From an optimization exercise on the open Yosys and OpenROAD flow, aimed at small area, a short achievable clock period and few clock cycles; shortcuts taken in it are not production practice.
The RTL was checked by simulation tests, not by an equivalence proof against the original design.
Power figures rest on the tool's default switching activity, not on a simulated workload.

## the previous run
// sap3_core
module sap3_core (
    input  wire         clk,
    input  wire         rst,           
    input  wire         step,          
    output wire [15:0]  imem_addr,     
    input  wire [31:0]  imem_data,     
    input  wire [15:0]  prog_len,      
    input  wire [7:0]   in_value,      
    output wire [8:0]   dmem_addr,     
    input  wire [7:0]   dmem_rdata,    
    output wire         dmem_we,       
    output wire [7:0]   dmem_wdata,
    output wire         ready,         
    output wire         stopped,       
    output wire         halted,
    output wire [3:0]   fault,
    output wire [7:0]   acc,
    output wire [127:0] regs,          
    output wire [8:0]   sp,
    output wire         flag_c,
    output wire         flag_z,
    output wire         out_valid,
    output wire [7:0]   out_data,
    output wire         print_valid,
    output wire [15:0]  print_tmpl
);
Size: roughly 170 flip-flops, roughly 280 I/O pins, about 10000 sq um of cells after synthesis.
Settings: LEC_CHECK=0, ABC_AREA=1, CAP_MARGIN=20, CORE_MARGIN=2, CORE_UTILIZATION=40, SETUP_SLACK_MARGIN=4.5, SLEW_MARGIN=20; clock period 10.0 ns.
standard.sh (not shown) runs the stock make flow with config.mk's settings and CLKGATE_MAP_FILE= SYNTH_SCRIPT=/design/flow/synth_recipe.tcl, a recipe that flattens the netlist after the stock synthesis.
==> flow/flow/run.sh <==
#!/bin/bash
# The standard layout, with the port buffers that ORFS inserts at global
# placement made sky130_fd_sc_hd__buf_1 (ORFS otherwise picks a delay buffer,
# clkdlybuf4s50_1). Every other step is the standard one.
set -euo pipefail
bash standard.sh 'BUFFER_PORTS_ARGS=-buffer_cell sky130_fd_sc_hd__buf_1' finish > standard_flow.log 2>&1
Testbench counts of the previous run, summed over its fixed seeds: cycles 120,658.
diff inputs: the previous run => the current run
-- flow/design.v --
<<< the previous run, line 177
            logic_res[b] = lut[{a_q[b], opb[b]}];
    wire [7:0] alu_res = is_arith_c ? sum : is_rot_c ? rot : logic_res;
    wire alu_z = is_addr || is_addm || is_sub || is_and || is_or || is_xor ||
                 is_not || is_inc || is_dec || is_rol || is_ror || is_in;
>>> the current run, line 177
            logic_res[b] = lut[{a_q[b], opb[b]}];
    wire [7:0] alu_res = is_arith_c ? sum : is_rot_c ? rot : logic_res;
    wire [7:0] add_p  = a_q ^ add_x;
    wire [7:0] add_k  = {a_q[6:0] | add_x[6:0], add_ci};
    wire       z_add  = (add_p == add_k);
    wire       z_rot  = (a_q == 8'd0);        
    wire       z_log  = (logic_res == 8'd0);
    wire       alu_zero = is_arith_c ? z_add : is_rot_c ? z_rot : z_log;
    wire alu_z = is_addr || is_addm || is_sub || is_and || is_or || is_xor ||
                 is_not || is_inc || is_dec || is_rol || is_ror || is_in;
<<< the previous run, line 215
    wire z_en = rst || (commit && alu_z);
    always @(posedge clk)
        if (z_en) z_q <= !rst && (alu_res == 8'd0);
    wire c_en = rst || (commit && c_wr);
    always @(posedge clk)
>>> the current run, line 221
    wire z_en = rst || (commit && alu_z);
    always @(posedge clk)
        if (z_en) z_q <= !rst && alu_zero;
    wire c_en = rst || (commit && c_wr);
    always @(posedge clk)
--- outcome ---
- The lower worst endpoint data arrival time of the current run and the previous run is in the previous run.
- Core util | the current run vs the previous run | the current run lower
- First-iteration detailed-routing DRC count: the current run and the previous run compared, higher one is the current run
- Against the previous run, the current run reports a post-route minimum period that is higher.
- o21ai_2 as the cell with the biggest individual delay on the critical path was reported by the previous run, and a2111oi_4 by the current run.
- The current run: share of cell area taken by flip-flops and latches 1.9 points below the previous run
- Compared with the previous run, in the current run post-cts gate resize count dropped 49, cell area rose about 5%.
- Side by side, global-route usage turned out lower in the current run than in the previous run.
- Taking the previous run as the reference, in the current run number of gates on the worst path with buffers counted decreased by 4 relative to the old numbers, tightest hold margin increased by 0.034 ns relative to the old numbers, final worst-path setup slack decreased by 0.095 ns relative to the old numbers, total detailed-routing wirelength increased by 1600 microns relative to the old numbers, combinational cell fraction of total power increased by 1.4 points relative to the old numbers.
Testbench counts of the current run, summed over its fixed seeds: cycles 120,658.

==> afterwards: timing with drivers on the ports <==
No port has a modelled driver above. Below, the same layouts with a new extraction and two added sets of constraints.
Step 1, drivers: a clkbuf_16 drives clk and a buf_2 each remaining input, both assumed.
Step 2 times the ports against the registers' clock, not the clock port: input delays grow and output delays shrink by t, the midpoint of the rising clock arrivals with the driver on.
Slacks: no drivers / after step 1 / after step 2; pairs: no drivers / after step 1.
run | shift t [ns] | setup slack, ns | worst register clock-pin slew, ns | worst data-port slew with drivers (ns) | pins driven straight from the clock port
the previous run | 0.480 | 4.536 / 4.486 / 4.383 | 0.09 / 0.09 | 0.07 | 1
the current run | 0.481 | 4.441 / 4.416 / 4.272 | 0.09 / 0.09 | 0.08 | 1
After both steps every run listed still meets setup and hold. For the current run, which loses most, drivers alone change the setup slack by -0.025 ns; drivers and shift together by -0.169 ns.
